Context: an optimization exercise on an open-source flow, tuned for small area, a short achievable clock period and few clock cycles per item. The choices shown serve that exercise and are no tape-out recipe. In this exercise RTL edits were held to simulation tests only and were not proved equivalent to the original. Power and IR drop assume default switching activity.

==> design.v <==
module scan_engine (
    input  wire         clk,
    input  wire         rst,          
    input  wire         load_valid,   
    input  wire [127:0] load_word,
    input  wire         start,        
    input  wire         tick,         
    input  wire [15:0]  in_bits,      
    input  wire [39:0]  ana,          
    input  wire [4:0]   dbg_addr,
    output wire         ready,
    output wire [15:0]  out_bits,
    output reg  [31:0]  dbg_data
);
    localparam NB   = 64;
    localparam NI   = 16;
    localparam NT   = 8;
    localparam MAXC = 16;
    localparam DSTEP = 4;             
    localparam ST_OFF = 2'd0, ST_ON = 2'd1, ST_TIMING = 2'd2;
    localparam O_NOP  = 5'd0,  O_INV  = 5'd1,  O_AND  = 5'd2,  O_NAND = 5'd3,
               O_OR   = 5'd4,  O_NOR  = 5'd5,  O_XOR  = 5'd6,  O_BIST = 5'd7,
               O_BMX2 = 5'd8,  O_BMX4 = 5'd9,  O_CLT  = 5'd10, O_CLE  = 5'd11,
               O_CEQ  = 5'd12, O_CGE  = 5'd13, O_CGT  = 5'd14, O_ADD  = 5'd15,
               O_SUB  = 5'd16, O_MUL  = 5'd17, O_DIV  = 5'd18, O_MOD  = 5'd19,
               O_IMX2 = 5'd20, O_IMX4 = 5'd21, O_ASCL = 5'd22, O_UCNT = 5'd23,
               O_DCNT = 5'd24, O_ASTB = 5'd25, O_MONO = 5'd26, O_VMON = 5'd27,
               O_DLY  = 5'd28, O_VDLY = 5'd29;
    localparam EW = 90;
    reg [EW-1:0] ring [0:MAXC-1];
    reg [NB-1:0]    bmem;
    reg [NI*16-1:0] imem;
    reg [NT*32-1:0] tmr;
    reg [15:0]      outlatch;
    reg [4:0] nload;      
    reg       run;        
    reg [4:0] pos;        
    reg [2:0] tsc;        
    reg        dbusy, dpend, dmod;
    reg [3:0]  dout;
    reg [3:0]  dcnt;
    reg [15:0] dq, dr, dd;
    assign ready    = ~run;
    assign out_bits = outlatch;
    wire go      = ~run & start;                
    wire tick_go = ~run & tick;
    wire [7:0]  w_opc = load_word[7:0];
    reg  [4:0]  w_op;
    always @(*) begin
        case (w_opc)
            8'h01: w_op = O_INV;
            8'h10: w_op = O_AND;
            8'h11: w_op = O_NAND;
            8'h12: w_op = O_OR;
            8'h13: w_op = O_NOR;
            8'h14: w_op = O_XOR;
            8'h20: w_op = O_ADD;
            8'h21: w_op = O_SUB;
            8'h22: w_op = O_MUL;
            8'h23: w_op = O_DIV;
            8'h24: w_op = O_MOD;
            8'h30: w_op = O_BIST;
            8'h40: w_op = O_ASTB;
            8'h50: w_op = O_MONO;
            8'h51: w_op = O_VMON;
            8'h60: w_op = O_DCNT;
            8'h61: w_op = O_UCNT;
            8'h70: w_op = O_DLY;
            8'h71: w_op = O_VDLY;
            8'h80: w_op = O_BMX2;
            8'h81: w_op = O_BMX4;
            8'h90: w_op = O_IMX2;
            8'h91: w_op = O_IMX4;
            8'ha0: w_op = O_ASCL;
            8'hb0: w_op = O_CLT;
            8'hb1: w_op = O_CLE;
            8'hb3: w_op = O_CGE;
            8'hb4: w_op = O_CGT;
            default: w_op = (w_opc[7:4] == 4'hb) ? O_CEQ : O_NOP;
        endcase
    end
    wire [5:0]  w_out = load_word[13:8];
    wire [5:0]  w_a   = load_word[21:16];
    wire [5:0]  w_b   = load_word[29:24];
    wire [5:0]  w_c   = load_word[37:32];
    wire [5:0]  w_d   = load_word[45:40];
    wire [5:0]  w_e   = load_word[53:48];
    wire [5:0]  w_f   = load_word[61:56];
    wire [31:0] w_k1  = load_word[95:64];
    wire [31:0] w_k2  = load_word[127:96];
    wire [63:0] w_k;
    assign w_k[23:0]  = w_k1[23:0] | {w_d, w_c, w_f, w_e} |
                        {8'd0, (w_op == O_UCNT) ? w_out[3:0] : 4'd0, 12'd0};
    assign w_k[47:24] = {w_k2[15:0], w_k1[31:24]};
    assign w_k[63:48] = w_k2[31:16] | ((w_op == O_DCNT) ? w_k1[15:0] : 16'd0);
    wire [EW-1:0] w_ent = {1'b0, ST_OFF, w_k, w_b, w_a, w_out, w_op};
    wire [EW-1:0] e    = ring[0];
    wire [4:0]  op     = e[4:0];
    wire [5:0]  f_o    = e[10:5];
    wire [5:0]  f_x1   = e[16:11];
    wire [5:0]  f_x2   = e[22:17];
    wire [63:0] k      = e[86:23];
    wire [1:0]  cur_st = e[88:87];
    wire        cur_pv = e[89];
    wire [31:0] k1     = k[31:0];
    wire [31:0] k2     = k[63:32];
    wire [15:0] cur_count = k[63:48];
    wire [5:0]  f_e    = k[5:0];
    wire [5:0]  f_f    = k[11:6];
    wire [5:0]  f_c    = k[17:12];
    wire [5:0]  f_d    = k[23:18];
    wire [NB-1:0] bv = {bmem[NB-1:16], go ? in_bits : bmem[15:0]};
    wire xe = bv[f_e];
    wire xf = bv[f_f];
    wire is_bmx = (op == O_BMX2) || (op == O_BMX4);
    wire [5:0] p1_idx = (is_bmx && xe) ? f_x2 : f_x1;
    wire [5:0] p2_idx = (op == O_BMX4) ? (xe ? f_d : f_c) : f_x2;
    wire xa = bv[p1_idx];
    wire xb = bv[p2_idx];
    reg [3:0] qp_idx, qq_idx;
    always @(*) begin
        case (op)
            O_UCNT, O_VMON: qp_idx = f_c[3:0];
            O_VDLY:         qp_idx = (cur_st == ST_OFF) ? f_c[3:0] : f_d[3:0];
            O_IMX4:         qp_idx = xe ? f_x2[3:0] : f_x1[3:0];
            default:        qp_idx = f_x1[3:0];
        endcase
        qq_idx = (op == O_IMX4) ? (xe ? f_d[3:0] : f_c[3:0]) : f_x2[3:0];
    end
    wire [15:0] ia = imem[{qp_idx, 4'b0} +: 16];
    wire [15:0] ib = imem[{qq_idx, 4'b0} +: 16];
    wire [2:0] tslot = run ? tsc : 3'd0;
    reg  [NT-1:0] tz_all;
    integer j;
    always @(*)
        for (j = 0; j < NT; j = j + 1)
            tz_all[j] = tick_go ? (tmr[j*32 +: 32] <= 32'd1) : (tmr[j*32 +: 32] == 32'd0);
    wire tzero = tz_all[tslot];
    wire rise  = xa & ~cur_pv;
    wire [16:0] add_full = {1'b0, ia} + {1'b0, ib};
    wire [31:0] mul_full = ia * ib;
    reg  [9:0] raw;
    always @(*) begin
        case (f_x1[1:0])
            2'd0: raw = ana[9:0];
            2'd1: raw = ana[19:10];
            2'd2: raw = ana[29:20];
            default: raw = ana[39:30];
        endcase
    end
    wire [31:0] asc_sum = raw * k1 + k2 + 32'd32768;
    wire [15:0] asc_res = asc_sum[31:16];
    reg        bw_en, bw_val;
    reg        iw_en;
    reg [15:0] iw_val;
    reg        tw_en;
    reg [31:0] tw_val;
    reg [1:0]  st_nx;
    reg [15:0] cnt_nx;
    reg        pv_nx;
    reg        is_div, timed;
    reg        rd_p, rd_q, wr_i;
    always @(*) begin
        bw_en  = 1'b0;
        bw_val = 1'b0;
        iw_en  = 1'b0;
        iw_val = 16'd0;
        tw_en  = 1'b0;
        tw_val = 32'd0;
        st_nx  = cur_st;
        cnt_nx = cur_count;
        pv_nx  = cur_pv;
        is_div = 1'b0;
        timed  = 1'b0;
        rd_p   = 1'b0;
        rd_q   = 1'b0;
        wr_i   = 1'b0;
        case (op)
            O_INV:  begin bw_en = 1'b1; bw_val = ~xa; end
            O_AND:  begin bw_en = 1'b1; bw_val = xa & xb; end
            O_NAND: begin bw_en = 1'b1; bw_val = ~(xa & xb); end
            O_OR:   begin bw_en = 1'b1; bw_val = xa | xb; end
            O_NOR:  begin bw_en = 1'b1; bw_val = ~(xa | xb); end
            O_XOR:  begin bw_en = 1'b1; bw_val = xa ^ xb; end
            O_BIST: begin
                if (xa) begin
                    bw_en = 1'b1; bw_val = 1'b1;
                end else if (xb) begin
                    bw_en = 1'b1; bw_val = 1'b0;
                end
            end
            O_BMX2: begin bw_en = 1'b1; bw_val = xa; end
            O_BMX4: begin bw_en = 1'b1; bw_val = xf ? xb : xa; end
            O_CLT:  begin bw_en = 1'b1; bw_val = (ia <  ib); rd_p = 1'b1; rd_q = 1'b1; end
            O_CLE:  begin bw_en = 1'b1; bw_val = (ia <= ib); rd_p = 1'b1; rd_q = 1'b1; end
            O_CEQ:  begin bw_en = 1'b1; bw_val = (ia == ib); rd_p = 1'b1; rd_q = 1'b1; end
            O_CGE:  begin bw_en = 1'b1; bw_val = (ia >= ib); rd_p = 1'b1; rd_q = 1'b1; end
            O_CGT:  begin bw_en = 1'b1; bw_val = (ia >  ib); rd_p = 1'b1; rd_q = 1'b1; end
            O_ADD:  begin
                iw_en = 1'b1; rd_p = 1'b1; rd_q = 1'b1; wr_i = 1'b1;
                iw_val = add_full[16] ? 16'hffff : add_full[15:0];
            end
            O_SUB:  begin
                iw_en = 1'b1; rd_p = 1'b1; rd_q = 1'b1; wr_i = 1'b1;
                iw_val = (ia >= ib) ? (ia - ib) : 16'd0;
            end
            O_MUL:  begin
                iw_en = 1'b1; rd_p = 1'b1; rd_q = 1'b1; wr_i = 1'b1;
                iw_val = (mul_full[31:16] != 16'd0) ? 16'hffff : mul_full[15:0];
            end
            O_DIV, O_MOD: begin
                is_div = 1'b1; rd_p = 1'b1; rd_q = 1'b1; wr_i = 1'b1;
            end
            O_IMX2: begin
                iw_en = 1'b1; rd_p = 1'b1; rd_q = 1'b1; wr_i = 1'b1;
                iw_val = xe ? ib : ia;
            end
            O_IMX4: begin
                iw_en = 1'b1; rd_p = 1'b1; rd_q = 1'b1; wr_i = 1'b1;
                iw_val = xf ? ib : ia;
            end
            O_ASCL: begin
                iw_en = 1'b1; wr_i = 1'b1;
                iw_val = asc_res;
            end
            O_ASTB: begin
                timed = 1'b1;
                pv_nx = xa;
                if (rise) begin
                    st_nx = ST_ON; bw_en = 1'b1; bw_val = 1'b1;
                    tw_en = 1'b1;  tw_val = k1;
                end else if (xa) begin
                    if (tzero) begin
                        if (cur_st == ST_ON) begin
                            st_nx = ST_OFF; bw_en = 1'b1; bw_val = 1'b0;
                            tw_en = 1'b1;   tw_val = k2;
                        end else begin
                            st_nx = ST_ON; bw_en = 1'b1; bw_val = 1'b1;
                            tw_en = 1'b1;  tw_val = k1;
                        end
                    end
                end else if (cur_st == ST_ON) begin
                    st_nx = ST_OFF; bw_en = 1'b1; bw_val = 1'b0;
                end
            end
            O_MONO, O_VMON: begin
                timed = 1'b1;
                pv_nx = xa;
                rd_p  = (op == O_VMON);
                if (rise) begin
                    st_nx = ST_ON; bw_en = 1'b1; bw_val = 1'b1;
                    tw_en = 1'b1;
                    tw_val = (op == O_VMON) ? {16'd0, ia} : k1;
                end else if (cur_st == ST_ON && tzero) begin
                    st_nx = ST_OFF; bw_en = 1'b1; bw_val = 1'b0;
                end
            end
            O_DCNT: begin
                pv_nx = xa;
                if (xb) begin
                    bw_en = 1'b1; bw_val = 1'b0; cnt_nx = k1[15:0];
                end else if (rise) begin
                    if (cur_count != 16'd0) cnt_nx = cur_count - 16'd1;
                    if (cur_count <= 16'd1) begin
                        bw_en = 1'b1; bw_val = 1'b1;
                    end
                end
            end
            O_UCNT: begin
                pv_nx = xa; rd_p = 1'b1; wr_i = 1'b1;
                if (xb) begin
                    iw_en = 1'b1; iw_val = 16'd0;
                end else if (rise && ia != 16'hffff) begin
                    iw_en = 1'b1; iw_val = ia + 16'd1;
                end
            end
            O_DLY, O_VDLY: begin
                timed = 1'b1;
                pv_nx = xa;
                rd_p  = (op == O_VDLY);
                if (xb) begin
                    bw_en = 1'b1; bw_val = 1'b0; st_nx = ST_OFF;
                end else if (cur_st == ST_OFF) begin
                    if (rise) begin
                        tw_en = 1'b1; tw_val = (op == O_VDLY) ? {16'd0, ia} : k1;
                        st_nx = ST_TIMING;
                    end
                end else if (cur_st == ST_TIMING) begin
                    if (tzero) begin
                        bw_en = 1'b1; bw_val = 1'b1;
                        tw_en = 1'b1; tw_val = (op == O_VDLY) ? {16'd0, ia} : k2;
                        st_nx = ST_ON;
                    end
                end else begin
                    if (tzero && !xa) begin
                        bw_en = 1'b1; bw_val = 1'b0; st_nx = ST_OFF;
                    end
                end
            end
            default: ;
        endcase
    end
    wire dact  = dbusy | dpend;
    wire stall = dact & (is_div |
                         (rd_p && qp_idx == dout) |
                         (rd_q && qq_idx == dout) |
                         (wr_i && f_o[3:0] == dout));
    wire exec  = go | (run & ~pos[4]);
    wire adv   = exec & ~stall;
    wire launch = adv & is_div;
    wire dlast  = dbusy & (dcnt == 16 / DSTEP - 1);
    wire dfree  = ~(adv & iw_en);
    wire dwrite = (dpend | dlast) & dfree;
    wire div_idle_after = ~launch & ((~dbusy & ~dpend) | dwrite);
    wire last_adv = adv & (pos == 5'd15);
    wire run_nx = go | (run & ~((last_adv | pos[4]) & div_idle_after));
    reg [15:0] sq, sr;
    reg [16:0] ssh;
    integer s;
    always @(*) begin
        sq = dq;
        sr = dr;
        for (s = 0; s < DSTEP; s = s + 1) begin
            ssh = {sr, sq[15]};
            if (ssh >= {1'b0, dd}) begin
                sr = ssh[15:0] - dd;
                sq = {sq[14:0], 1'b1};
            end else begin
                sr = ssh[15:0];
                sq = {sq[14:0], 1'b0};
            end
        end
    end
    wire [EW-1:0] e_upd = {pv_nx, st_nx,
                           (op == O_DCNT) ? cnt_nx : e[86:71],
                           e[70:0]};
    wire do_load = ~run & load_valid & ~nload[4];
    integer i;
    always @(posedge clk) begin
        if (do_load | adv) begin
            for (i = 0; i < MAXC - 1; i = i + 1)
                ring[i] <= ring[i+1];
            ring[MAXC-1] <= do_load ? w_ent : e_upd;
        end
        if (rst)
            for (i = 0; i < MAXC; i = i + 1)
                ring[i][4:0] <= O_NOP;
    end
    always @(posedge clk) begin
        if (rst) begin
            bmem     <= {NB{1'b0}};
            imem     <= {NI*16{1'b0}};
            tmr      <= {NT*32{1'b0}};
            outlatch <= 16'd0;
            nload    <= 5'd0;
            run      <= 1'b0;
            pos      <= 5'd0;
            tsc      <= 3'd0;
            dbusy    <= 1'b0;
            dpend    <= 1'b0;
        end else begin
            run <= run_nx;
            if (do_load) nload <= nload + 5'd1;
            if (go) begin
                outlatch   <= bmem[31:16];
                bmem[15:0] <= in_bits;
            end
            if (tick_go)
                for (i = 0; i < NT; i = i + 1)
                    if (tmr[i*32 +: 32] != 32'd0)
                        tmr[i*32 +: 32] <= tmr[i*32 +: 32] - 32'd1;
            if (go) pos <= {4'd0, adv};
            else if (adv) pos <= pos + 5'd1;
            if (adv) tsc <= tslot + {2'd0, timed};
            if (adv) begin
                if (bw_en) bmem[f_o] <= bw_val;
                if (iw_en) imem[{f_o[3:0], 4'b0} +: 16] <= iw_val;
                if (tw_en) tmr[{tslot, 5'b0} +: 32] <= tw_val;
            end
            if (launch) begin
                dbusy <= 1'b1;
                dq    <= ia;
                dr    <= 16'd0;
                dd    <= ib;
                dcnt  <= 4'd0;
                dmod  <= (op == O_MOD);
                dout  <= f_o[3:0];
            end else if (dbusy) begin
                dq   <= sq;
                dr   <= sr;
                dcnt <= dcnt + 4'd1;
                if (dlast) begin
                    dbusy <= 1'b0;
                    dpend <= ~dfree;
                end
            end
            if (dwrite) begin
                imem[{dout, 4'b0} +: 16] <= dpend ? (dmod ? dr : dq) : (dmod ? sr : sq);
                dpend <= 1'b0;
            end
        end
    end
    always @(*) begin
        dbg_data = 32'd0;
        if (dbg_addr == 5'd0)
            dbg_data = bmem[31:0];
        else if (dbg_addr == 5'd1)
            dbg_data = bmem[63:32];
        else if (dbg_addr[4:3] == 2'b01)
            dbg_data = tmr[{dbg_addr[2:0], 5'b0} +: 32];
        else if (dbg_addr[4] == 1'b1)
            dbg_data = {16'd0, imem[{dbg_addr[3:0], 4'b0} +: 16]};
    end
endmodule
==> run.sh <==
#!/bin/bash
# synth_recipe.tcl (not shown) runs the flow's synth.tcl, then flattens the netlist and writes it again
# the make line also repeats each setting of config.mk as NAME=value (left out here)
make -C /OpenROAD-flow-scripts/flow DESIGN_CONFIG=/design/flow/config.mk WORK_HOME=/design/flow/orfs CLKGATE_MAP_FILE= SYNTH_SCRIPT=/design/flow/synth_recipe.tcl finish
==> config.mk <==
export PLATFORM = sky130hd
export DESIGN_NAME = scan_engine
export DESIGN_NICKNAME = scan_engine
export VERILOG_FILES = /design/flow/design.v
export SDC_FILE = /design/flow/constraint.sdc
export NUM_CORES = 4
export LEC_CHECK = 0
export CAP_MARGIN = 20
export CORE_MARGIN = 2
export CORE_UTILIZATION = 30
export SLEW_MARGIN = 20
==> constraint.sdc <==
create_clock -name core_clock -period 15.0 [get_ports {clk}]
set_input_delay 3.0000 -clock core_clock [delete_from_list [all_inputs] [get_ports {clk}]]
set_output_delay 3.0000 -clock core_clock [all_outputs]
set_load 0.01 [all_outputs]
==> reports/qor.txt <==
Status = complete, no violations
TritonCTS Buffers = 217
Yosys cell types = 117
RSZ-0062 raised after global routing = no
GPL Wtd Cong = 0.9726
Ys flop type = edfxtp_1
Int Pwr = 15,770 uW
Die Span Y = 617.1 um
Commonest non-fill, non-tap cell in the layout = edfxtp_1
Hold-fix buffers, CTS = 0
Layout area overhead = 16.83%
Core Footprint = 375,000 um2
H-tree levels = 4
Max-slew headroom = 15.08%
Worst Tran Pin Value = 1.267 ns
Maximum vdd drop = 0.8161 mV
1st-pass router iterations = 8
Cell area after synthesis = 112,800 um2
Avg Synthesized Cell Area = 11.56 um2
Setup violators final = 0
Switching share of power = 41.78%
Share of cells above drive strength 1 = 13.30%
Fmax = 68.84 MHz
Pwr Total = 27,090 uW
Post-synth ARST share = 0%
Root Buffer = clkbuf_16
Crit-path slowest cell = or4_1
Avg Vias per Cell = 5.424
Pre-CTS setup slack = -0.4179 ns
Total GRT Usage = 19.56%
DRC Markers = 0
Post-synthesis cell type with the largest combined area = edfxtp_1
Hold Vio Cnt, Final = 0
Switching pwr = 11,320 uW
Layout Nets = 11,170
CTS tree = done
Top post-synthesis cells by area = edfxtp_1 (38%), dfxtp_1 (12%), fa_1 (7.6%)
Hold crit path type = flop to flop
FF+latch count, synth = 2,105
Largest net degree at the start of global routing = 204
Critical Path Start Type = primary input
Synth warn = 2
Worst clock skew = 0.1339 ns
Reg power frac = 30.2%
Pins Over Slew Limit = 0
Crit. End Element = flop
Post-layout min period = 14.53 ns
Comb pwr share = 49.2%
Routed WL per cell = 25.00 um
DRT iter0 DRCs = 10,400
Worst Setup Slack, final = 0.4739 ns
Starting Density = 30.08%
Dpl hpwl = 275,200 um
Yosys top cell area share = 37.73%
Crit-path max FO = 35
Final TNS setup = 0 ns
Drt total wl = 385,100 um
GRT overflow = 0
Detailed-route via count = 83,570
Clock network fraction of total power = 20.6%
Most frequent cells in the layout = edfxtp_1 (1,417), nand2_1 (1,198), dfxtp_1 (688)
Post-synthesis sequential area ratio = 49.94%
Post-synthesis cell count = 9,758
Static leakage = 0.04777 uW
Maxcap violations = 0
Worst endpoint required time = 15.67 ns
Clock latency on the worst-skew pair = 0.98 ns
Clock transition at path regs = 0.06 ns
Syn_nets = 10,690
Antenna Violating Nets Remaining = 0
Tcrit/Tclk final = 96.84%
Power per cell area = 205.6 nW/um2
First-pass GRT wire length = 552,300 um
Crit Path Class = primary input to flop
EDFF count, synth = 1,417
Horiz. Die Dim = 617.1 um
IO Count = 243
Rows = 225
Initial antenna violation count = 25
CTS Buffer Depth = 4
Clock sinks = 2,105
Critical Path AT = 15.19 ns
Port Buffer Count = 228
Die area = 380,800 um2
Vias in the first global route = 79,010
CP max stage delay = 0.57 ns
[logic make-up (layout without fill, tap and decap cells)]
group                      count (synthesis)  count (layout)  share of synthesized area, %
xor gates and xnor gates                 387             387                         3.005
AOI/OAI and AO/OA                       1860            1860                         11.34
other                                      0               6                             0
muxes                                    707             707                         8.898
and+or+nand+nor                         2765            2765                         11.50
adders and majority gates                741             741                         11.06
DFF                                     2105            2105                         49.94
buffers and inverters                   1193            1841                         4.257
[cell type report]
class,instances,area [um2]
Fill cell,36800,243200
Sequential cell,2105,56320
Multi-Input combinational cell,6460,51970
Timing Repair Buffer,822,7559
Tap cell,4994,6248
Clock buffer,267,5869
Inverter,630,2372
Clock inverter,122,1400
Antenna cell,6,15.01
[Yosys cell counts, types with 42 or more instances]
| cell type | count |
|---|---|
| a211oi_1 | 57 |
| a21o_1 | 48 |
| a21oi_1 | 340 |
| a31oi_1 | 47 |
| and2_1 | 198 |
| buf_1 | 59 |
| buf_2 | 67 |
| clkbuf_1 | 387 |
| dfxtp_1 | 688 |
| edfxtp_1 | 1417 |
| fa_1 | 426 |
| ha_1 | 315 |
| inv_1 | 616 |
| mux2_2 | 61 |
| mux2i_1 | 415 |
| mux4_2 | 230 |
| nand2_1 | 1199 |
| nand2b_1 | 63 |
| nand3_1 | 121 |
| nand4_1 | 80 |
| nor2_1 | 561 |
| nor2b_1 | 48 |
| nor3_1 | 159 |
| nor4_1 | 96 |
| o211ai_1 | 49 |
| o21ai_0 | 224 |
| o221ai_1 | 42 |
| o22ai_1 | 482 |
| o32ai_1 | 43 |
| or3_1 | 49 |
| xnor2_1 | 266 |
| xor2_1 | 121 |
[power by group through the flow]
stage          combinational (uW)  clock [uW]  sequential [uW]
3_5_place_dp                13200           0             8280
3_3_place_gp                13100           0             8230
6_report                    13300        5570             8180
2_1_floorplan                8420           0             8030
4_1_cts                     13300        5690             8160
5_1_grt                     14500        5910             8270
[flip-flops by register name, indices dropped and copies added, names as in the netlist]
signal / count
tsc: 3
bmem: 64
dbusy: 1
dcnt: 4
dout: 4
dr: 16
tmr: 256
dq: 16
dd: 16
imem: 256
nload: 5
dpend: 1
dmod: 1
pos: 5
ring: 1440
run: 1
outlatch: 16
[worst paths after layout]
check | from | endpoint | slack, ns | cells past startpoint
min | ring[10][63] | ring[9][63] | 0.34 | 0
max reg2reg | dd[1] | imem[174] | 0.85 | 53
max | start | imem[174] | 0.47 | 43
min reg2reg | ring[10][63] | ring[9][63] | 0.34 | 0
[critical path: cells and delay by family]
family | cells | cell delay, ns
simple gates | 8 | 2.47
xor+xnor | 1 | 0.18
mux | 3 | 0.92
fa+ha+maj | 7 | 2.84
buf+inv | 11 | 2.47
compound gates | 13 | 3.16
[metrics by stage]
stage          instance area [um2]  std cells  util (%)  hold WS, ns
4_1_cts                     131600      15390     35.09       0.3303
2_1_floorplan               112800       9758         -       0.4003
3_3_place_gp                124300      15010     33.15       0.4001
3_5_place_dp                124300      15010     33.15       0.4045
5_1_grt                     131700      15400     35.13       0.3482
6_report                    131800      15410     35.14       0.3403
[metal layers]
layer	routed length [um]	track usage (%)	vias to the layer above	part of all wire (%)
met1	160600	27.04	41650	42
met4	19040	8.376	6	4.9
met5	34	0	-	0.0088
li1	-	-	36780	-
met3	41400	5.061	870	11
met2	164000	28.85	4264	43
[what timing repair did]
action | 4_1_cts | 5_1_grt
setup buffers | 0 | 1
setup endpoints to repair | 0 | 189
gates resized for setup | 0 | 8
endpoints found under the hold margin | 0 | 0
Testbench counts, summed over its fixed seeds: cycles 266,400, scans 15,360.

-- afterwards: timing with drivers on the ports --
The flow's constraints put no driver on any port. The routed layout listed below was extracted and timed again, unchanged, in two steps. Step 1: set_driving_cell puts a clkbuf_16 on clk and a buf_2 on each other input, an assumption about the parent block. Step 2, shift: input delay + t, output delay - t, t = (earliest + latest rising clock arrival at the registers) / 2. This alone moves slack from input paths to output paths. Slacks: ideal / step 1 / step 2; pairs: ideal / step 1.
shift t [ns]: 1.002
slack for setup (ns): 0.474 / 0.545 / -0.457
slew at the worst register clock pin (ns): 0.09 / 0.09
worst data-port slew with drivers (ns): 0.24
cell pins on the clock port's net: 1
With both steps, setup timing fails in this run, where it was met with ideal ports. The setup slack of this run moves by +0.071 ns with the drivers and by -0.931 ns with both steps.
